This is an optimization exercise on Yosys and OpenROAD, whose aim is small area, a short achievable clock period and few clock cycles per item, not a production implementation.
In this exercise RTL edits were held to simulation tests only and were not proved equivalent to the original.

## flow/design.v (module list and top-level ports; edited modules follow where they fit)
// module spidrv_absdiff: 12 lines
// module spidrv_int2f: 36 lines
// module spidrv_fmul: 1601 lines
// module spidrv_f2i: 24 lines
// module spidrv_newmapper: 14 lines
// module spidrv_qround: 15 lines
// module spidrv_remap: 10 lines
// module spidrv_core: 199 lines
module spidrv_core (
    input  wire        clk,
    input  wire        rst,
    input  wire        cfg_valid,
    output reg         cfg_ready,
    input  wire [31:0] cfg_in_min,
    input  wire [31:0] cfg_in_max,
    input  wire [31:0] cfg_out_min,
    input  wire [31:0] cfg_out_max,
    input  wire        cfg_little_endian,
    output reg         cfg_done,
    output reg  [2:0]  cfg_err,
    output reg  [31:0] cfg_scale,
    input  wire        s_valid,
    output reg         s_ready,
    input  wire [23:0] s_data,
    output reg         m_valid,
    input  wire        m_ready,
    output reg  [31:0] m_data
);
  // ...
==> flow/flow/run.sh <==
#!/bin/bash
# Standard layout, with repair_timing asked to keep extra setup margin so that
# the critical paths are sized for speed (the clock and constraints are unchanged).
set -euo pipefail
bash standard.sh SETUP_SLACK_MARGIN=24 finish > standard_flow.log 2>&1
==> flow/standard.sh <==
#!/bin/bash
# synth_recipe.tcl (not shown) runs the flow's synth.tcl, then flattens the netlist and writes it again
# the make line also repeats each setting of config.mk as NAME=value (left out here)
make -C /OpenROAD-flow-scripts/flow DESIGN_CONFIG=/design/flow/config.mk WORK_HOME=/design/flow/orfs CLKGATE_MAP_FILE= SYNTH_SCRIPT=/design/flow/synth_recipe.tcl "${@:-finish}"
==> flow/config.mk <==
export PLATFORM = sky130hd
export DESIGN_NAME = spidrv_core
export DESIGN_NICKNAME = spidrv_core
export VERILOG_FILES = /design/flow/design.v
export SDC_FILE = /design/flow/constraint.sdc
export NUM_CORES = 4
export LEC_CHECK = 0
export CAP_MARGIN = 20
export CORE_MARGIN = 2
export CORE_UTILIZATION = 40
export SLEW_MARGIN = 20
==> flow/constraint.sdc <==
create_clock -name core_clock -period 32.0 [get_ports {clk}]
set_input_delay 6.4000 -clock core_clock [delete_from_list [all_inputs] [get_ports {clk}]]
set_output_delay 6.4000 -clock core_clock [all_outputs]
set_load 0.01 [all_outputs]
==> impl_results.md, run 1 <==
* WP data required at 25.60 ns
* FFs & Latches at 372
* Final Skew at 0.0329 ns
* Crit path buffers/inverters at 1
* Met2 Use GR at 42.8%
* Min-delay src: na$_DFFE_PP_
* Crit end category: output pin
* Top-Level Pins at 229
* Multi-input logic cell count at 3961
* Hold crit path type: reg -> reg
* CTS sink cnt at 372
* H-tree depth at 2
* Largest delay share family, worst path: buffers and inverters
* Top FF cell, synth: edfxtp_1
* Post-Synth Simple-Gate Area at 15.2%
* Peak Freq at 125 MHz
* Worst reg2reg path endpoint: ph2[23]$_DFFE_PP_
* Outcome: complete, no violations
* Largest family of logic cells by synthesized area: adder cells
* Initial DRC Count at 3477
* Fin cells at 6664
* Yosys reg bits at 372
* Hold slack at 0.424 ns
* Slowest CP cell: dlygate4sd2_1
Testbench counts, summed over its fixed seeds: cycles 21,600, items 19,200.
==> run 2: changes to the inputs <==
==> flow/flow/run.sh (replaced) <==
#!/bin/bash
# Standard layout, with repair_timing asked to keep extra setup margin so that
# the critical paths are sized for speed (the clock and constraints are unchanged).
set -euo pipefail
bash standard.sh SETUP_SLACK_MARGIN=26 finish > standard_flow.log 2>&1
==> impl_results.md, run 2 <==
* Outcome: complete, no violations (unchanged)
* H-tree depth at 2 (unchanged)
* Post-route ant nets at 0 (unchanged)
* Fin. max-slew vios at 0 (unchanged)
* Post-Syn Instances at 5141 (unchanged)
* Post-layout min period at 7.84 ns (was 7.97 ns)
* Synth top area cells: edfxtp_1 24%, fa_1 10%, mux2i_1 10% (unchanged)
* Count of final hold-check violations at 0 (unchanged)
* Register area at 11000 sq um (was 10900 sq um)
* CP Max Fanout at 2 (was 4)
* Die extent in y at 335 microns (unchanged)
* Initial antenna violation count at 7 (was 5)
* Worst-Margin Slew at 1.08 ns (was 1.07 ns)
* CTS tree: yes (unchanged)
* Clk buf depth at 3 (unchanged)
* Post-synth EDFFs at 348 (unchanged)
* Initial DRC Count at 4835 (was 3477)
* Post-synth top area cell: edfxtp_1 (unchanged)
* Row count at 121 (unchanged)
* Crit end category: flip-flop (was output pin)
* Gpl congestion at 0.950 (was 0.928)
* Multi-input combinational cell area at 32600 sq um (was 30000 sq um)
* Core Box Area at 109000 sq um (unchanged)
* Synth warnings at 1 (unchanged)
* R2R Path Start: cfg_scale[20]$_DFFE_PP_ (was m1[6]$_DFFE_PP_)
* Max-cap viol count at 0 (unchanged)
* Final setup fails at 0 (unchanged)
* Hold EP: n1$_DFFE_PP_ (unchanged)
* RSZ-0062 raised after global routing: yes (unchanged)
* Vias in the first global route at 41200 (was 37300)
* Starting Density at 40.3% (unchanged)
* HPWL Detailed at 109000 microns (was 110000 microns)
* Slew HR at 27.8% (was 28.2%)
* Vias per cell at 5.97 (was 5.84)
* Die area at 112000 sq um (unchanged)
* Final Cycle Share at 24.5% (was 24.9%)
* Sequential area share after synthesis at 24.9% (unchanged)
* WP data required at 32.50 ns (was 25.60 ns)
* Pin count of the biggest net entering global routing at 68 (was 75)
* R2R depth at 27 (was 28)
* Sum Neg Setup Slack at 0 ns (unchanged)
* First-pass GRT wire length at 256000 microns (was 229000 microns)
* FF-to-FF setup slack at 25.12 ns (was 24.32 ns)
* Final core occ at 53.1% (was 45.7%)
* Top-Level Pins at 229 (unchanged)
* Mean Syn Cell Area at 8.53 sq um (unchanged)
* Final Skew at 0.0227 ns (was 0.0329 ns)
* All-Layer GR Usage at 29.8% (was 26.2%)
* Hold crit path type: reg -> reg (unchanged)
* Worst Hold Path Cells at 0 (unchanged)
* CTS clk-pin slew, worst paths at 0.06 ns (about the same)
* Worst reg2reg path endpoint: m3[24]$_DFFE_PP_ (was ph2[23]$_DFFE_PP_)
* Min-delay src: na$_DFFE_PP_ (unchanged)
* WL/cell at 24.9 microns (was 22.8 microns)
* Yosys reg bits at 372 (unchanged)
* Peak Freq at 128 MHz (was 125 MHz)
* Worst-skew pair later-pin latency at 0.60 ns (was 0.62 ns)
* Root Buffer: clkbuf_16 (unchanged)
* Grt ovf at 0 (unchanged)
* Nets@finish at 6281 (was 5843)
* Asr flop ratio synth at 0% (unchanged)
* CTS sink cnt at 372 (unchanged)
* Commonest non-fill, non-tap cell in the layout: nand2_1 (unchanged)
* Vias at 42400 (was 38900)
* Commonest cells post-synth: 573 x nand2_1, 498 x nor2_1, 456 x inv_1, 439 x mux2i_1, 425 x a21oi_1 (unchanged)
* Fillcell total at 9746 (was 10600)
* Port bufs at 228 (unchanged)
* Most frequent cells in the layout: 556 x nand2_1, 449 x nor2_1, 421 x mux2i_1 (was 573 x nand2_1, 494 x nor2_1, 450 x inv_1)
* Startpoint class of the critical path: input port (was flip-flop)
* Final Routed Wirelength at 177000 microns (was 152000 microns)
* Post-synthesis instance area at 43800 sq um (unchanged)
* Most numerous cell in the Yosys netlist: nand2_1 (unchanged)
* Pre-antenna DRT Iters at 6 (unchanged)
* Post-CTS Hold Fix Bufs at 0 (unchanged)
* Layout overhead on the synthesized area at 31.8% (was 13.6%)
* Hold slack at 0.420 ns (was 0.424 ns)
* DIE WIDTH at 335 microns (unchanged)
* DRC viols at 0 (unchanged)
* Layout cell share with drive strength beyond 1 at 24.6% (was 7.94%)
* Crit path arrival time at 8.34 ns (was 1.57 ns)
* Worst Path Class, Setup: in -> reg (was reg -> out)
* Share of the synthesized area in the top cell type at 23.8% (unchanged)
* Yosys cell types at 102 (unchanged)
* Top FF cell, synth: edfxtp_1 (unchanged)
* Syn Nets at 5770 (unchanged)
* Total CTS buffers at 43 (was 45)
[run 2: cell counts after synthesis]
Identical to the previous run, type by type.
[run 2: layout make-up]
cell class	instances	area share (%)
sequential	372	19.0
tap	1414	3.06
clock buffer	46	1.92
timing repair inverter	9	0.121
clock inverter	33	0.619
multi-input combinational	3972	56.5
timing repair buffer	789	15.6
inverter	465	3.16
antenna	3	0.0130
[run 2: timing repair]
action	4_1_cts	5_1_grt
setup buffers	249	154
pin swaps	122	190
resized for setup	1324	361
gates cloned	72	13
endpoints found under the setup margin	553	520
[run 2: worst max path at each step]
stage,end,depth (start not counted),slack [ns],from
floorplan,s_ready$_SDFF_PP0_,13,22.24,m_ready
global placement,s_ready$_SDFF_PP0_,14,22.42,m_ready
detailed placement,s_ready$_SDFF_PP0_,14,22.38,m_ready
CTS,cfg_scale[25],1,24.23,cfg_scale[25]$_DFFE_PP_
global route,s_ready$_SDFF_PP0_,14,24.04,m_ready
finish,s_ready$_SDFF_PP0_,14,24.16,m_ready
[run 2: worst max-delay path, cell delays in order]
cell and delay, ns:
buf_6 0.09, nor2b_4 0.13, clkinvlp_4 0.12, o21ai_2 0.08
inv_2 0.07, ha_4 0.26, inv_2 0.04, ha_4 0.16
xor2_4 0.15, xnor2_2 0.17, nor2_2 0.07, nor4b_2 0.28
a21oi_1 0.10, nor3_2 0.21
[run 2: routing by layer]
layer	share of wire (%)	up-vias	GRT usage (%)
met2	45	2378	48.7
met3	9.8	734	6.69
met1	37	20300	36.0
li1	-	19000	-
met4	7.6	4	17.7
met5	0.016	-	0
[run 2: cell families after synthesis]
kind of cell    share of synthesized area [%]
compound gates                           16.6
buf+inv                                  7.09
flops                                    24.9
simple gates                             15.2
fa+ha+maj                                17.3
xor+xnor                                 4.97
mux                                      13.9
[run 2: metrics by stage]
step	instance area, sq um	setup WS [ns]	cells
floorplan	44600	22.24	5141
global placement	47600	22.42	6532
detailed placement	47600	22.38	6532
CTS	54700	24.23	6932
global route	57800	24.04	7101
finish	57800	24.16	7103
==> module spidrv_core, before the edit <==
module spidrv_core (
    input  wire        clk,
    input  wire        rst,
    input  wire        cfg_valid,
    output reg         cfg_ready,
    input  wire [31:0] cfg_in_min,
    input  wire [31:0] cfg_in_max,
    input  wire [31:0] cfg_out_min,
    input  wire [31:0] cfg_out_max,
    input  wire        cfg_little_endian,
    output reg         cfg_done,
    output reg  [2:0]  cfg_err,
    output reg  [31:0] cfg_scale,
    input  wire        s_valid,
    output reg         s_ready,
    input  wire [23:0] s_data,
    output reg         m_valid,
    input  wire        m_ready,
    output reg  [31:0] m_data
);
    localparam S_IDLE = 3'd0, S_C1 = 3'd1, S_C2 = 3'd2, S_C3 = 3'd3,
               S_DIV = 3'd4, S_RND = 3'd5, S_M3 = 3'd6;
    reg [2:0]  state;
    reg [3:0]  dcnt;
    reg        mapper_ok;
    reg        little_endian;
    reg [31:0] bsub;                
    reg [31:0] out_min;
    reg [25:0] m3;                  
    reg [23:0] f0, f1;
    reg [7:0]  f0h;
    reg        wp, rp;
    reg [1:0]  fcnt;
    reg        va, na;
    reg [31:0] maga;
    reg        v1, z1, n1;
    reg [7:0]  ex1;
    reg [22:0] m1;
    reg        v2, zp2, ovf2, big2, n2, pl2;
    reg [25:0] ph2;
    reg [5:0]  sh2;
    reg [24:0] rem;
    reg [7:0]  e_num;
    reg        num_zero, err3, err4;
    wire idle   = (state == S_IDLE);
    wire cfga   = (state == S_C1) | (state == S_C2);     
    wire cfgb   = (state == S_C2) | (state == S_C3);     
    wire cstart = idle & cfg_valid;
    wire [23:0] head = rp ? f1 : f0;
    wire [31:0] opa;
    spidrv_remap u_dec (.f(head), .fh(f0h), .le(little_endian), .cfgm(cfga), .a(opa));
    wire [31:0] maga_d;
    wire        na_d;
    spidrv_absdiff u_abs (.a(opa), .b(bsub), .uns(cfga), .mag(maga_d), .neg(na_d));
    wire        z1_d;
    wire [7:0]  ex1_d;
    wire [22:0] m1_d;
    spidrv_int2f u_i2f (.mag(maga), .zero(z1_d), .e(ex1_d), .m(m1_d));
    wire        m3cyc = (state == S_M3);
    wire [23:0] mx = m3cyc ? 24'h60_0000 : {1'b1, m1};
    wire [47:0] P;
    spidrv_fmul u_mul (.mx(mx), .ms({1'b1, cfg_scale[22:0]}), .m3(m3), .p(P));
    wire [7:0]  es   = cfg_scale[30:23];
    wire [9:0]  shs  = 10'd284 - {2'd0, ex1} - {2'd0, es};
    wire [31:0] y;
    spidrv_f2i u_f2i (.ph(ph2), .pl(pl2), .zp(zp2), .ovf(ovf2), .big(big2),
                      .sh(sh2), .neg(n2), .out_min(out_min), .y(y));
    wire [1:0]  qb;
    wire [24:0] rem_n;
    spidrv_newmapper u_div (.rem(rem), .den({1'b1, m1}), .qb(qb), .rem_n(rem_n));
    wire [31:0] scale_r;
    spidrv_qround u_qr (.quo(cfg_scale[25:0]), .rem_nz(rem != 25'd0),
                        .e_num(e_num), .e_den(ex1), .num_zero(num_zero),
                        .scale(scale_r));
    wire en   = ~m_valid | m_ready;
    wire push = s_valid & s_ready;
    wire pop  = en & (fcnt != 2'd0);
    wire [1:0] fcnt_n = fcnt + {1'b0, push} - {1'b0, pop};
    wire cerr = err3 | err4 | z1;
    always @(posedge clk) begin
        if (cstart | (state == S_C1)) begin
            f0  <= (state == S_C1) ? cfg_in_max[23:0]  : cfg_out_max[23:0];
            f0h <= (state == S_C1) ? cfg_in_max[31:24] : cfg_out_max[31:24];
        end else if (s_ready & ~wp) begin
            f0 <= s_data;
        end
        if (s_ready & wp)
            f1 <= s_data;
        if (cstart)
            bsub <= cfg_out_min;
        if (state == S_C1) begin
            bsub          <= cfg_in_min;
            out_min       <= cfg_out_min;
            little_endian <= cfg_little_endian;
            err3          <= f0h[7];
        end
        if (state == S_C2)
            err4 <= f0h[7];
        if (en) begin
            maga <= maga_d;
            na   <= na_d;
        end
        if (idle ? en : cfgb) begin
            z1  <= z1_d;
            n1  <= na;
            ex1 <= ex1_d;
            m1  <= m1_d;
        end
        if (en) begin
            ph2  <= P[47:22];
            pl2  <= |P[21:0];
            zp2  <= z1 | (es == 8'd0);
            ovf2 <= shs[9];
            big2 <= ~shs[9] & (shs[8:0] > 9'd32);
            sh2  <= shs[5:0];
            n2   <= n1;
            m_data <= y;
        end
        if (m3cyc)
            m3 <= P[46:21];
        if (state == S_C3) begin
            rem      <= {1'b1, m1};
            e_num    <= ex1;
            num_zero <= z1;
        end else if (state == S_DIV) begin
            rem       <= rem_n;
            cfg_scale <= {cfg_scale[29:0], qb};
        end else if (state == S_RND) begin
            cfg_scale <= scale_r;
        end
        if (rst) begin
            state     <= S_IDLE;
            dcnt      <= 4'd0;
            mapper_ok <= 1'b0;
            fcnt      <= 2'd0;
            wp        <= 1'b0;
            rp        <= 1'b0;
            va        <= 1'b0;
            v1        <= 1'b0;
            v2        <= 1'b0;
            m_valid   <= 1'b0;
            s_ready   <= 1'b0;
            cfg_ready <= 1'b0;
            cfg_done  <= 1'b0;
            cfg_err   <= 3'd0;
        end else begin
            cfg_done <= 1'b0;
            if (en) begin
                va      <= fcnt != 2'd0;
                v1      <= va;
                v2      <= v1;
                m_valid <= v2;
            end
            fcnt <= fcnt_n;
            if (push) wp <= ~wp;
            if (pop)  rp <= ~rp;
            s_ready <= mapper_ok & idle & ~cfg_valid & (fcnt_n != 2'd2);
            case (state)
                S_IDLE: begin
                    dcnt <= 4'd0;
                    if (cfg_valid) begin
                        state     <= S_C1;
                        mapper_ok <= 1'b0;
                        wp        <= 1'b0;
                        rp        <= 1'b0;
                    end
                end
                S_C1: begin
                    state     <= S_C2;
                    cfg_ready <= 1'b1;
                end
                S_C2: begin
                    state     <= S_C3;
                    cfg_ready <= 1'b0;
                end
                S_C3: state <= S_DIV;
                S_DIV: begin
                    dcnt <= dcnt + 4'd1;
                    if (dcnt == 4'd0 && cerr) begin
                        state    <= S_IDLE;
                        cfg_done <= 1'b1;
                        cfg_err  <= err3 ? 3'd3 : err4 ? 3'd4 : 3'd5;
                    end else if (dcnt == 4'd12) begin
                        state <= S_RND;
                    end
                end
                S_RND: state <= S_M3;
                S_M3: begin
                    state     <= S_IDLE;
                    cfg_done  <= 1'b1;
                    cfg_err   <= 3'd0;
                    mapper_ok <= 1'b1;
                    s_ready   <= 1'b1;
                end
                default: state <= S_IDLE;
            endcase
        end
    end
endmodule
==> run 3: changes to the inputs <==
--- a/flow/design.v
+++ b/flow/design.v
@@ -1730,7 +1730,7 @@
     input  wire        m_ready,
     output reg  [31:0] m_data
 );
-    localparam S_IDLE = 3'd0, S_C1 = 3'd1, S_C2 = 3'd2, S_C3 = 3'd3,
+    localparam S_IDLE = 3'd0, S_C1 = 3'd1, S_C2 = 3'd2,
                S_DIV = 3'd4, S_RND = 3'd5, S_M3 = 3'd6;
     reg [2:0]  state;
     reg [3:0]  dcnt;
@@ -1743,8 +1743,6 @@
     reg [7:0]  f0h;
     reg        wp, rp;
     reg [1:0]  fcnt;
-    reg        va, na;
-    reg [31:0] maga;
     reg        v1, z1, n1;
     reg [7:0]  ex1;
     reg [22:0] m1;
@@ -1755,19 +1753,18 @@
     reg [7:0]  e_num;
     reg        num_zero, err3, err4;
     wire idle   = (state == S_IDLE);
-    wire cfga   = (state == S_C1) | (state == S_C2);     
-    wire cfgb   = (state == S_C2) | (state == S_C3);     
+    wire cfgm   = (state == S_C1) | (state == S_C2);     
     wire cstart = idle & cfg_valid;
     wire [23:0] head = rp ? f1 : f0;
     wire [31:0] opa;
-    spidrv_remap u_dec (.f(head), .fh(f0h), .le(little_endian), .cfgm(cfga), .a(opa));
-    wire [31:0] maga_d;
-    wire        na_d;
-    spidrv_absdiff u_abs (.a(opa), .b(bsub), .uns(cfga), .mag(maga_d), .neg(na_d));
+    spidrv_remap u_dec (.f(head), .fh(f0h), .le(little_endian), .cfgm(cfgm), .a(opa));
+    wire [31:0] mag;
+    wire        n1_d;
+    spidrv_absdiff u_abs (.a(opa), .b(bsub), .uns(cfgm), .mag(mag), .neg(n1_d));
     wire        z1_d;
     wire [7:0]  ex1_d;
     wire [22:0] m1_d;
-    spidrv_int2f u_i2f (.mag(maga), .zero(z1_d), .e(ex1_d), .m(m1_d));
+    spidrv_int2f u_i2f (.mag(mag), .zero(z1_d), .e(ex1_d), .m(m1_d));
     wire        m3cyc = (state == S_M3);
     wire [23:0] mx = m3cyc ? 24'h60_0000 : {1'b1, m1};
     wire [47:0] P;
@@ -1808,13 +1805,9 @@
         end
         if (state == S_C2)
             err4 <= f0h[7];
-        if (en) begin
-            maga <= maga_d;
-            na   <= na_d;
-        end
-        if (idle ? en : cfgb) begin
+        if (idle ? en : cfgm) begin
             z1  <= z1_d;
-            n1  <= na;
+            n1  <= n1_d;
             ex1 <= ex1_d;
             m1  <= m1_d;
         end
@@ -1830,7 +1823,7 @@
         end
         if (m3cyc)
             m3 <= P[46:21];
-        if (state == S_C3) begin
+        if (state == S_C2) begin
             rem      <= {1'b1, m1};
             e_num    <= ex1;
             num_zero <= z1;
@@ -1847,7 +1840,6 @@
             fcnt      <= 2'd0;
             wp        <= 1'b0;
             rp        <= 1'b0;
-            va        <= 1'b0;
             v1        <= 1'b0;
             v2        <= 1'b0;
             m_valid   <= 1'b0;
@@ -1858,8 +1850,7 @@
         end else begin
             cfg_done <= 1'b0;
             if (en) begin
-                va      <= fcnt != 2'd0;
-                v1      <= va;
+                v1      <= fcnt != 2'd0;
                 v2      <= v1;
                 m_valid <= v2;
             end
@@ -1882,10 +1873,9 @@
                     cfg_ready <= 1'b1;
                 end
                 S_C2: begin
-                    state     <= S_C3;
+                    state     <= S_DIV;
                     cfg_ready <= 1'b0;
                 end
-                S_C3: state <= S_DIV;
                 S_DIV: begin
                     dcnt <= dcnt + 4'd1;
                     if (dcnt == 4'd0 && cerr) begin
==> flow/flow/run.sh (replaced) <==
#!/bin/bash
# Standard layout, with repair_timing asked to keep extra setup margin so that
# the critical paths are sized for speed (the clock and constraints are unchanged).
set -euo pipefail
bash standard.sh SETUP_SLACK_MARGIN=24 finish > standard_flow.log 2>&1
==> impl_results.md, run 3 <==
* Outcome: complete, no violations (unchanged)
* Worst-Margin Slew at 0.949 ns (was 1.08 ns)
* Slowest CP cell: edfxtp_1 (was nor4b_2)
* DRC viols at 0 (unchanged)
* HPWL Detailed at 110000 microns (was 109000 microns)
* CP Max Fanout at 14 (was 2)
* Commonest cells post-synth: 613 x nor2_1, 438 x nand2_1, 394 x a21oi_1, 382 x mux2i_1, 315 x edfxtp_1 (was 573 x nand2_1, 498 x nor2_1, 456 x inv_1, 439 x mux2i_1, 425 x a21oi_1)
* Share of the synthesized area in the top cell type at 22.2% (was 23.8%)
* Worst reg2reg path endpoint: ex1[2]$_DFFE_PP_ (was m3[24]$_DFFE_PP_)
* Crit end category: output pin (was flip-flop)
* Mean Syn Cell Area at 8.56 sq um (was 8.53 sq um)
* CTS tree: yes (unchanged)
* Fin. max-slew vios at 0 (unchanged)
* Grt ovf at 0 (unchanged)
* Pre-antenna DRT Iters at 17 (was 6)
* DIE WIDTH at 330 microns (was 335 microns)
* Synth top area cells: edfxtp_1 22%, fa_1 11%, mux2i_1 9.0% (was edfxtp_1 24%, fa_1 10%, mux2i_1 10%)
* Post-layout min period at 7.96 ns (was 7.84 ns)
* Peak Freq at 126 MHz (was 128 MHz)
* Min-delay src: v2$_SDFFE_PP0P_ (was na$_DFFE_PP_)
* WL/cell at 23.2 microns (was 24.9 microns)
* H-tree depth at 2 (unchanged)
* Core Box Area at 105000 sq um (was 109000 sq um)
* Die extent in y at 330 microns (was 335 microns)
* Max-cap viol count at 0 (unchanged)
* FF-to-FF setup slack at 24.20 ns (was 25.12 ns)
* Worst Path Class, Setup: reg -> out (was in -> reg)
* Nets@finish at 5795 (was 6281)
* Post-route ant nets at 0 (unchanged)
* Worst Hold Path Cells at 2 (was 0)
* Vias in the first global route at 37600 (was 41200)
* Hold crit path type: reg -> reg (unchanged)
* Placed cell area at 45900 sq um (was 47600 sq um)
* Layout cell share with drive strength beyond 1 at 13.7% (was 24.6%)
* R2R depth at 35 (was 27)
* Initial DRC Count at 4139 (was 4835)
* Hold EP: m_valid$_SDFFE_PP0P_ (was n1$_DFFE_PP_)
* Crit path arrival time at 1.56 ns (was 8.34 ns)
* Final instance area at 50400 sq um (was 57800 sq um)
* R2R Path Start: state[1]$_SDFFE_PP0P_ (was cfg_scale[20]$_DFFE_PP_)
* Pin count of the biggest net entering global routing at 73 (was 68)
* Vias per cell at 6.00 (was 5.97)
* Final setup fails at 0 (unchanged)
* RSZ-0062 raised after global routing: yes (unchanged)
* Asr flop ratio synth at 0% (unchanged)
* Sequential area share after synthesis at 23.3% (was 24.9%)
* Post-synth EDFFs at 315 (was 348)
* Final Cycle Share at 24.9% (was 24.5%)
* Starting Density at 40.4% (was 40.3%)
* WP data required at 25.60 ns (was 32.50 ns)
* Die area at 109000 sq um (was 112000 sq um)
* CP max stage delay at 0.43 ns (was 0.28 ns)
* Most frequent cells in the layout: 604 x nor2_1, 434 x nand2_1, 376 x mux2i_1 (was 556 x nand2_1, 449 x nor2_1, 421 x mux2i_1)
* First-pass GRT wire length at 230000 microns (was 256000 microns)
* Initial antenna violation count at 9 (was 7)
* Clk buf depth at 3 (unchanged)
* Most numerous cell in the Yosys netlist: nor2_1 (was nand2_1)
* CTS sink cnt at 338 (was 372)
* Layout overhead on the synthesized area at 18.4% (was 31.8%)
* Vias at 39500 (was 42400)
* Post-synth top area cell: edfxtp_1 (unchanged)
* Yosys reg bits at 338 (was 372)
* Syn Nets at 5601 (was 5770)
* Startpoint class of the critical path: flip-flop (was input port)
* Root Buffer: clkbuf_16 (unchanged)
* Port bufs at 228 (unchanged)
* Yosys cell types at 125 (was 102)
* Row count at 119 (was 121)
* Sum Neg Setup Slack at 0 ns (unchanged)
* Commonest non-fill, non-tap cell in the layout: nor2_1 (was nand2_1)
* Count of final hold-check violations at 0 (unchanged)
* Top-Level Pins at 229 (unchanged)
* Critical Path, Cell by Cell: buf_12, dlygate4sd2_1 (was buf_6, nor2b_4, clkinvlp_4, o21ai_2, inv_2, ha_4, inv_2, ha_4, xor2_4, xnor2_2, nor2_2, nor4b_2, a21oi_1, nor3_2)
* Post-Syn Instances at 4973 (was 5141)
* Gpl congestion at 0.939 (was 0.950)
* Slew HR at 36.7% (was 27.8%)
* Final Skew at 0.0571 ns (was 0.0227 ns)
* Total CTS buffers at 43 (unchanged)
* All-Layer GR Usage at 27.3% (was 29.8%)
* Final Routed Wirelength at 153000 microns (was 177000 microns)
* Top FF cell, synth: edfxtp_1 (unchanged)
* CTS clk-pin slew, worst paths at 0.06 ns (about the same)
* Worst-skew pair later-pin latency at 0.65 ns (was 0.60 ns)
* Post-synthesis instance area at 42600 sq um (was 43800 sq um)
* Synth warnings at 1 (unchanged)
-- run 3: cell count changes in the layout (fill, tap and decap cells not counted), moves of 77 or more --
cell / delta
buf_6: -188
nor2_1: +155
clkdlybuf4s50_1: +146
inv_1: -145
nand2_1: -122
buf_2: -77
-- run 3: cells by family after synthesis --
kind of cell | count (synthesis) | share of synthesized area, %
AOI/OAI and AO/OA | 1249 | 18.6
DFF | 338 | 23.3
adders and majority gates | 470 | 17.8
muxes | 480 | 12.5
buffers and inverters | 658 | 6.27
xor gates and xnor gates | 265 | 5.58
and+or+nand+nor | 1513 | 15.9
-- run 3: timing repair --
item,in CTS,in global routing
cloned,14,6
hold buffers,0,0
pin swaps,41,75
buffers inserted,102,66
endpoints found under the setup margin,155,97
gates resized for setup,207,157
-- run 3: routing by layer --
metal	wire length [microns]	part of all wire [%]	vias up	global-route usage, %
met2	72400	47	1850	45.4
met4	6170	4.0	10	9.73
met1	62900	41	19200	35.8
met3	11700	7.6	393	4.36
li1	-	-	18100	-
met5	58	0.038	-	0
-- run 3: metrics by stage --
step,setup slack (ns),utilization (%),hold WS [ns],std cells
5_1_grt,23.92,47.8,0.499,6592
3_3_place_gp,21.51,43.6,0.443,6324
4_1_cts,23.96,46.5,0.459,6517
6_report,24.04,47.8,0.459,6592
3_5_place_dp,21.35,43.6,0.448,6324
2_1_floorplan,23.58,-,0.400,4973
-- run 3: cell type report --
class / instances / area (sq um)
Timing Repair Buffer: 512 / 4920
Multi-Input combinational cell: 3983 / 31300
Fill cell: 10200 / 55000
Inverter: 288 / 1130
Antenna cell: 2 / 5.00
Timing Repair inverter: 1 / 8.76
Sequential cell: 338 / 9940
Clock inverter: 23 / 244
Clock buffer: 54 / 1130
Tap cell: 1391 / 1740
-- run 3: critical path, delay by kind of cell, from the launching register on --
family	cells	cell delay, ns
buf+inv	2	0.48
flops	1	0.43
-- run 3: how the worst max path moves through the flow --
stage	start	endpoint	cells past startpoint
6_report	cfg_scale[0]$_DFFE_PP_	cfg_scale[0]	2
5_1_grt	m1[1]$_DFFE_PP_	rem[23]$_SDFFE_PP1P_	38
4_1_cts	state[0]$_SDFFE_PP0P_	ex1[2]$_DFFE_PP_	33
3_5_place_dp	state[0]$_SDFFE_PP0P_	ex1[4]$_DFFE_PP_	31
3_3_place_gp	state[0]$_SDFFE_PP0P_	ex1[4]$_DFFE_PP_	32
2_1_floorplan	m_ready	ex1[0]$_DFFE_PP_	3
Testbench counts of run 3, summed over its fixed seeds: cycles 21,408, items 19,200.
==> module spidrv_f2i, before the edit <==
module spidrv_f2i (
    input  wire [25:0] ph,           
    input  wire        pl,           
    input  wire        zp,
    input  wire        ovf,
    input  wire        big,
    input  wire [5:0]  sh,
    input  wire        neg,
    input  wire [31:0] out_min,
    output wire [31:0] y
);
    wire        p47  = ph[25];
    wire [23:0] mant = p47 ? ph[25:2] : ph[24:1];
    wire        g    = p47 ? ph[1] : ph[0];
    wire        st   = p47 ? (ph[0] | pl) : pl;
    wire [24:0] r    = {1'b0, mant} + {24'd0, g & (st | mant[0])};
    wire [6:0]  s    = {1'b0, sh} - {6'd0, p47};      
    wire [31:0] v    = {r, 7'd0} >> s[4:0];
    wire        oor  = ovf | s[6] | (~s[5] & v[31]);
    wire        zr   = big | s[5];
    wire [31:0] qq   = zp ? 32'd0 : oor ? 32'h8000_0000 : zr ? 32'd0 : v;
    wire [32:0] sum  = {out_min, 1'b1} + {qq ^ {32{neg}}, neg};
    assign y = sum[32:1];
endmodule
==> run 4: changes to the inputs <==
--- a/flow/design.v
+++ b/flow/design.v
@@ -1656,13 +1656,14 @@
     input  wire [5:0]  sh,
     input  wire        neg,
     input  wire [31:0] out_min,
-    output wire [31:0] y
+    output wire [31:0] y,
+    output wire [24:0] r             
 );
     wire        p47  = ph[25];
     wire [23:0] mant = p47 ? ph[25:2] : ph[24:1];
     wire        g    = p47 ? ph[1] : ph[0];
     wire        st   = p47 ? (ph[0] | pl) : pl;
-    wire [24:0] r    = {1'b0, mant} + {24'd0, g & (st | mant[0])};
+    assign      r    = {1'b0, mant} + {24'd0, g & (st | mant[0])};
     wire [6:0]  s    = {1'b0, sh} - {6'd0, p47};      
     wire [31:0] v    = {r, 7'd0} >> s[4:0];
     wire        oor  = ovf | s[6] | (~s[5] & v[31]);
@@ -1685,21 +1686,6 @@
     wire [23:0] r2 = qb[0] ? d2[23:0] : {r1[22:0], 1'b0};
     assign rem_n   = {r2, 1'b0};
 endmodule
-module spidrv_qround (
-    input  wire [25:0] quo,
-    input  wire        rem_nz,
-    input  wire [7:0]  e_num,
-    input  wire [7:0]  e_den,
-    input  wire        num_zero,
-    output wire [31:0] scale
-);
-    wire [23:0] mant = quo[25] ? quo[25:2] : quo[24:1];
-    wire        g    = quo[25] ? quo[1] : quo[0];
-    wire        st   = quo[25] ? (quo[0] | rem_nz) : rem_nz;
-    wire [24:0] mr   = {1'b0, mant} + {24'd0, g & (st | mant[0])};
-    wire [7:0]  ex   = e_num - e_den + 8'd126 + {7'd0, quo[25]} + {7'd0, mr[24]};
-    assign scale = num_zero ? 32'd0 : {1'b0, ex, mr[22:0]};
-endmodule
 module spidrv_remap (
     input  wire [23:0] f,
     input  wire [7:0]  fh,
@@ -1730,7 +1716,7 @@
     input  wire        m_ready,
     output reg  [31:0] m_data
 );
-    localparam S_IDLE = 3'd0, S_C1 = 3'd1, S_C2 = 3'd2,
+    localparam S_IDLE = 3'd0, S_C1 = 3'd1, S_C2 = 3'd2, S_C3 = 3'd3,
                S_DIV = 3'd4, S_RND = 3'd5, S_M3 = 3'd6;
     reg [2:0]  state;
     reg [3:0]  dcnt;
@@ -1743,6 +1729,8 @@
     reg [7:0]  f0h;
     reg        wp, rp;
     reg [1:0]  fcnt;
+    reg        va, na;
+    reg [31:0] maga;
     reg        v1, z1, n1;
     reg [7:0]  ex1;
     reg [22:0] m1;
@@ -1753,18 +1741,19 @@
     reg [7:0]  e_num;
     reg        num_zero, err3, err4;
     wire idle   = (state == S_IDLE);
-    wire cfgm   = (state == S_C1) | (state == S_C2);     
+    wire cfga   = (state == S_C1) | (state == S_C2);     
+    wire cfgb   = (state == S_C2) | (state == S_C3);     
     wire cstart = idle & cfg_valid;
     wire [23:0] head = rp ? f1 : f0;
     wire [31:0] opa;
-    spidrv_remap u_dec (.f(head), .fh(f0h), .le(little_endian), .cfgm(cfgm), .a(opa));
-    wire [31:0] mag;
-    wire        n1_d;
-    spidrv_absdiff u_abs (.a(opa), .b(bsub), .uns(cfgm), .mag(mag), .neg(n1_d));
+    spidrv_remap u_dec (.f(head), .fh(f0h), .le(little_endian), .cfgm(cfga), .a(opa));
+    wire [31:0] maga_d;
+    wire        na_d;
+    spidrv_absdiff u_abs (.a(opa), .b(bsub), .uns(cfga), .mag(maga_d), .neg(na_d));
     wire        z1_d;
     wire [7:0]  ex1_d;
     wire [22:0] m1_d;
-    spidrv_int2f u_i2f (.mag(mag), .zero(z1_d), .e(ex1_d), .m(m1_d));
+    spidrv_int2f u_i2f (.mag(maga), .zero(z1_d), .e(ex1_d), .m(m1_d));
     wire        m3cyc = (state == S_M3);
     wire [23:0] mx = m3cyc ? 24'h60_0000 : {1'b1, m1};
     wire [47:0] P;
@@ -1772,15 +1761,14 @@
     wire [7:0]  es   = cfg_scale[30:23];
     wire [9:0]  shs  = 10'd284 - {2'd0, ex1} - {2'd0, es};
     wire [31:0] y;
+    wire [24:0] r3;
     spidrv_f2i u_f2i (.ph(ph2), .pl(pl2), .zp(zp2), .ovf(ovf2), .big(big2),
-                      .sh(sh2), .neg(n2), .out_min(out_min), .y(y));
+                      .sh(sh2), .neg(n2), .out_min(out_min), .y(y), .r(r3));
     wire [1:0]  qb;
     wire [24:0] rem_n;
     spidrv_newmapper u_div (.rem(rem), .den({1'b1, m1}), .qb(qb), .rem_n(rem_n));
-    wire [31:0] scale_r;
-    spidrv_qround u_qr (.quo(cfg_scale[25:0]), .rem_nz(rem != 25'd0),
-                        .e_num(e_num), .e_den(ex1), .num_zero(num_zero),
-                        .scale(scale_r));
+    wire [7:0]  es_q    = e_num - ex1 + 8'd126 + {7'd0, ph2[25]} + {7'd0, r3[24]};
+    wire [31:0] scale_r = num_zero ? 32'd0 : {1'b0, es_q, r3[22:0]};
     wire en   = ~m_valid | m_ready;
     wire push = s_valid & s_ready;
     wire pop  = en & (fcnt != 2'd0);
@@ -1805,15 +1793,24 @@
         end
         if (state == S_C2)
             err4 <= f0h[7];
-        if (idle ? en : cfgm) begin
+        if (en) begin
+            maga <= maga_d;
+            na   <= na_d;
+        end
+        if (idle ? en : cfgb) begin
             z1  <= z1_d;
-            n1  <= n1_d;
+            n1  <= na;
             ex1 <= ex1_d;
             m1  <= m1_d;
         end
-        if (en) begin
+        if (state == S_DIV) begin
+            ph2  <= {ph2[23:0], qb};
+            pl2  <= rem_n != 25'd0;
+        end else if (en) begin
             ph2  <= P[47:22];
             pl2  <= |P[21:0];
+        end
+        if (en) begin
             zp2  <= z1 | (es == 8'd0);
             ovf2 <= shs[9];
             big2 <= ~shs[9] & (shs[8:0] > 9'd32);
@@ -1823,14 +1820,14 @@
         end
         if (m3cyc)
             m3 <= P[46:21];
-        if (state == S_C2) begin
+        if (state == S_C3) begin
             rem      <= {1'b1, m1};
             e_num    <= ex1;
             num_zero <= z1;
         end else if (state == S_DIV) begin
             rem       <= rem_n;
-            cfg_scale <= {cfg_scale[29:0], qb};
-        end else if (state == S_RND) begin
+        end
+        if (state == S_RND) begin
             cfg_scale <= scale_r;
         end
         if (rst) begin
@@ -1840,6 +1837,7 @@
             fcnt      <= 2'd0;
             wp        <= 1'b0;
             rp        <= 1'b0;
+            va        <= 1'b0;
             v1        <= 1'b0;
             v2        <= 1'b0;
             m_valid   <= 1'b0;
@@ -1850,14 +1848,15 @@
         end else begin
             cfg_done <= 1'b0;
             if (en) begin
-                v1      <= fcnt != 2'd0;
+                va      <= fcnt != 2'd0;
+                v1      <= va;
                 v2      <= v1;
                 m_valid <= v2;
             end
             fcnt <= fcnt_n;
             if (push) wp <= ~wp;
             if (pop)  rp <= ~rp;
-            s_ready <= mapper_ok & idle & ~cfg_valid & (fcnt_n != 2'd2);
+            s_ready <= mapper_ok & (idle | m3cyc) & ~cfg_valid & (fcnt_n != 2'd2);
             case (state)
                 S_IDLE: begin
                     dcnt <= 4'd0;
@@ -1873,9 +1872,10 @@
                     cfg_ready <= 1'b1;
                 end
                 S_C2: begin
-                    state     <= S_DIV;
+                    state     <= S_C3;
                     cfg_ready <= 1'b0;
                 end
+                S_C3: state <= S_DIV;
                 S_DIV: begin
                     dcnt <= dcnt + 4'd1;
                     if (dcnt == 4'd0 && cerr) begin
@@ -1886,14 +1886,14 @@
                         state <= S_RND;
                     end
                 end
-                S_RND: state <= S_M3;
-                S_M3: begin
-                    state     <= S_IDLE;
+                S_RND: begin
+                    state     <= S_M3;
                     cfg_done  <= 1'b1;
                     cfg_err   <= 3'd0;
                     mapper_ok <= 1'b1;
                     s_ready   <= 1'b1;
                 end
+                S_M3: state <= S_IDLE;
                 default: state <= S_IDLE;
             endcase
         end
==> flow/flow/run.sh (replaced) <==
#!/bin/bash
# Standard layout, with repair_timing asked to keep extra setup margin so that
# the critical paths are sized for speed, and the port buffers made with
# buf_1 cells (the clock and constraints are unchanged; every port is still
# buffered).
set -euo pipefail
bash standard.sh SETUP_SLACK_MARGIN=24.4 "BUFFER_PORTS_ARGS=-buffer_cell sky130_fd_sc_hd__buf_1" finish > standard_flow.log 2>&1
==> impl_results.md, run 4 <==
* CTS sink cnt at 371 (was 338)
* Startpoint class of the critical path: flip-flop (unchanged)
* Most frequent cells in the layout: 523 x nand2_1, 496 x nor2_1, 450 x inv_1 (was 604 x nor2_1, 434 x nand2_1, 376 x mux2i_1)
* Worst-skew pair later-pin latency at 0.62 ns (was 0.65 ns)
* DRC viols at 0 (unchanged)
* Gpl congestion at 0.966 (was 0.939)
* Share of the synthesized area in the top cell type at 23.8% (was 22.2%)
* Largest delay share family, worst path: flip-flops (was buffers and inverters)
* Slowest CP cell: edfxtp_1 (unchanged)
* HPWL Detailed at 109000 microns (was 110000 microns)
* Count of final hold-check violations at 0 (unchanged)
* Register area at 10900 sq um (was 9940 sq um)
* Top-Level Pins at 229 (unchanged)
* Crit path arrival time at 1.36 ns (was 1.56 ns)
* WP data required at 25.60 ns (about the same)
* Syn Nets at 5723 (was 5601)
* All-Layer GR Usage at 27.8% (was 27.3%)
* First-pass GRT wire length at 240000 microns (was 230000 microns)
* Crit. path cell count at 2 (unchanged)
* Hold crit path type: reg -> reg (unchanged)
* Pre-antenna DRT Iters at 6 (was 17)
* Mean Syn Cell Area at 8.58 sq um (was 8.56 sq um)
* DIE WIDTH at 335 microns (was 330 microns)
* Crit path buffers/inverters at 2 (unchanged)
* Commonest non-fill, non-tap cell in the layout: nand2_1 (was nor2_1)
* Fin. max-slew vios at 0 (unchanged)
* Worst Path Class, Setup: reg -> out (unchanged)
* Sum Neg Setup Slack at 0 ns (unchanged)
* Vias at 40100 (was 39500)
* Root Buffer: clkbuf_16 (unchanged)
* Final Routed Wirelength at 161000 microns (was 153000 microns)
* Post-layout min period at 7.76 ns (was 7.96 ns)
* Peak Freq at 129 MHz (was 126 MHz)
* Asr flop ratio synth at 0% (unchanged)
* Initial DRC Count at 4222 (was 4139)
* Die extent in y at 335 microns (was 330 microns)
* Worst Hold Path Cells at 0 (was 2)
* Most numerous cell in the Yosys netlist: nand2_1 (was nor2_1)
* Final setup fails at 0 (unchanged)
* Slew HR at 30.3% (was 36.7%)
* Grt ovf at 0 (unchanged)
* Post-Syn Instances at 5094 (was 4973)
* Row count at 121 (was 119)
* Vias per cell at 5.96 (was 6.00)
* R2R Path Start: m1[16]$_DFFE_PP_ (was state[1]$_SDFFE_PP0P_)
* Max-cap viol count at 0 (unchanged)
* Min-delay src: na$_DFFE_PP_ (was v2$_SDFFE_PP0P_)
* H-tree depth at 2 (unchanged)
* Worst reg2reg path endpoint: ph2[22]$_DFFE_PP_ (was ex1[2]$_DFFE_PP_)
* Crit end category: output pin (unchanged)
* Post-route ant nets at 0 (unchanged)
* Pin count of the biggest net entering global routing at 73 (unchanged)
* Post-synth top area cell: edfxtp_1 (unchanged)
* CTS clk-pin slew, worst paths at 0.07 ns (was 0.06 ns)
* Hold EP: n1$_DFFE_PP_ (was m_valid$_SDFFE_PP0P_)
* Final core occ at 46.2% (was 47.8%)
* Synth top area cells: edfxtp_1 24%, fa_1 10%, mux2i_1 9.8% (was edfxtp_1 22%, fa_1 11%, mux2i_1 9.0%)
* R2R depth at 23 (was 35)
* Layout overhead on the synthesized area at 14.7% (was 18.4%)
* Final Skew at 0.0536 ns (was 0.0571 ns)
* Critical Path, Cell by Cell: buf_12, buf_6 (was buf_12, dlygate4sd2_1)
* Fillcell total at 10500 (was 10200)
* Hold slack at 0.440 ns (was 0.459 ns)
* Final instance area at 50100 sq um (was 50400 sq um)
* CTS tree: yes (unchanged)
* Starting Density at 40.3% (was 40.4%)
* Commonest cells post-synth: 526 x nand2_1, 506 x nor2_1, 461 x inv_1, 429 x mux2i_1 (was 613 x nor2_1, 438 x nand2_1, 394 x a21oi_1, 382 x mux2i_1, 315 x edfxtp_1)
* Vias in the first global route at 38900 (was 37600)
* WL/cell at 23.9 microns (was 23.2 microns)
* Clk buf depth at 3 (unchanged)
* CP max stage delay at 0.47 ns (was 0.43 ns)
* Port bufs at 227 (was 228)
* CP Max Fanout at 2 (was 14)
* Post-synthesis instance area at 43700 sq um (was 42600 sq um)
* Total CTS buffers at 43 (unchanged)
* Top FF cell, synth: edfxtp_1 (unchanged)
* Final Cycle Share at 24.3% (was 24.9%)
* Layout cell share with drive strength beyond 1 at 11.0% (was 13.7%)
* Die area at 112000 sq um (was 109000 sq um)
* Synth warnings at 1 (unchanged)
* Yosys cell types at 99 (was 125)
* Sequential area share after synthesis at 24.9% (was 23.3%)
* Outcome: complete, no violations (unchanged)
* FF-to-FF setup slack at 24.61 ns (was 24.20 ns)
* Placed cell area at 45800 sq um (was 45900 sq um)
* Worst-Margin Slew at 1.04 ns (was 0.949 ns)
* Multi-input combinational cell area at 29900 sq um (was 31300 sq um)
* Yosys reg bits at 371 (was 338)
* Nets@finish at 5910 (was 5795)
* Initial antenna violation count at 1 (was 9)
* RSZ-0062 raised after global routing: yes (unchanged)
* Core Box Area at 109000 sq um (was 105000 sq um)
* Post-synth EDFFs at 347 (was 315)
-- run 4: cell families after synthesis --
family,Yosys count,share of synthesized area (%)
and+or+nand+nor,1466,14.8
AOI/OAI and AO/OA,1192,16.7
buffers and inverters,804,7.22
muxes,563,14.4
adders and majority gates,471,17.4
DFF,371,24.9
xor gates and xnor gates,226,4.53
other,1,0.00858
-- run 4: how the worst max path moves through the flow --
stage / from / end
after floorplan: m_ready / s_ready$_SDFF_PP0_
after global placement: m_ready / s_ready$_SDFF_PP0_
after detailed placement: m_ready / s_ready$_SDFF_PP0_
after CTS: cfg_scale[11]$_SDFFCE_PP0P_ / cfg_scale[11]
after global routing: cfg_scale[11]$_SDFFCE_PP0P_ / cfg_scale[11]
final: cfg_scale[11]$_SDFFCE_PP0P_ / cfg_scale[11]
-- run 4: layer usage --
metal	GRT usage, %	vias to the layer above	wire, microns
li1	-	18300	-
met4	12.3	4	8910
met2	45.0	2102	72600
met3	5.49	512	15700
met5	0.521	-	91
met1	35.9	19200	63800
-- run 4: worst reg2reg max path, stage by stage (launching register included) --
cell,delay (ns)
edfxtp_1,0.35
buf_8,0.34
clkinvlp_4,0.26
nor2_4,0.29
buf_6,0.30
a21oi_1,0.11
nor2_1,0.12
fa_1,0.44
fa_1,0.49
fa_1,0.57
inv_1,0.06
fa_1,0.54
fa_1,0.55
inv_1,0.05
ha_1,0.39
a211oi_2,0.29
nand2_1,0.08
o31a_1,0.30
a221o_2,0.46
nand4_1,0.18
a311oi_1,0.18
o41a_1,0.41
xor2_1,0.15
mux2_2,0.27
-- run 4: area by class of cell --
cell class	count	area share [%]
clock inverter	31	0.876
timing repair buffer	466	8.10
tap	1414	3.53
multi-input combinational	3920	59.7
antenna	2	0.00998
timing repair inverter	7	0.110
clock buffer	47	2.22
sequential	371	21.8
inverter	472	3.66
-- run 4: repair_timing --
item / CTS / global route
pin swaps: 2 / 11
gates cloned: 28 / 13
setup buffers: 60 / 47
endpoints found under the setup margin: 209 / 199
resized for setup: 192 / 79
hold buffers: 0 / 0
-- run 4: stage by stage --
stage / worst slack [ns] / instances
after floorplan: 22.97 / 5094
after global placement: 23.07 / 6502
after detailed placement: 23.07 / 6502
after CTS: 24.22 / 6668
after global routing: 24.20 / 6728
final: 24.24 / 6730
Testbench counts of run 4, summed over its fixed seeds: cycles 21,504, items 19,200.

## static timing again, ports no longer ideal
No port has a modelled driver above. Below, the same layouts with a new extraction and two added sets of constraints.
Step 1: set_driving_cell puts a clkbuf_16 on clk and a buf_2 on each other input, an assumption about the parent block.
Step 2 adds t to the input delays and takes it off the output delays; t is the mean of the earliest and latest rising clock arrival at the registers after step 1. Input paths then give back, and output paths get back, about the clock's delay inside the block.
Slacks: ideal / step 1 / step 2; pairs: ideal / step 1.
run | t (ns) | setup WS [ns] | worst hold slack (ns) | clock arrival spread, ns | slew at the worst register clock pin (ns)
run 1 | 0.671 | 24.029 / 23.966 / 23.461 | 0.424 / 0.424 / 0.424 | 0.033 / 0.033 | 0.07 / 0.07
run 2 | 0.657 | 24.157 / 24.147 / 23.534 | 0.420 / 0.420 / 0.420 | 0.025 / 0.026 | 0.07 / 0.07
run 3 | 0.692 | 24.041 / 23.975 / 23.411 | 0.459 / 0.459 / 0.459 | 0.057 / 0.057 | 0.07 / 0.07
run 4 | 0.666 | 24.235 / 24.166 / 23.843 | 0.440 / 0.440 / 0.440 | 0.056 / 0.057 | 0.07 / 0.07
After both steps setup and hold are still met in every run listed. The setup slack of run 3, which loses most, moves by -0.066 ns with the drivers and by -0.630 ns with both steps.
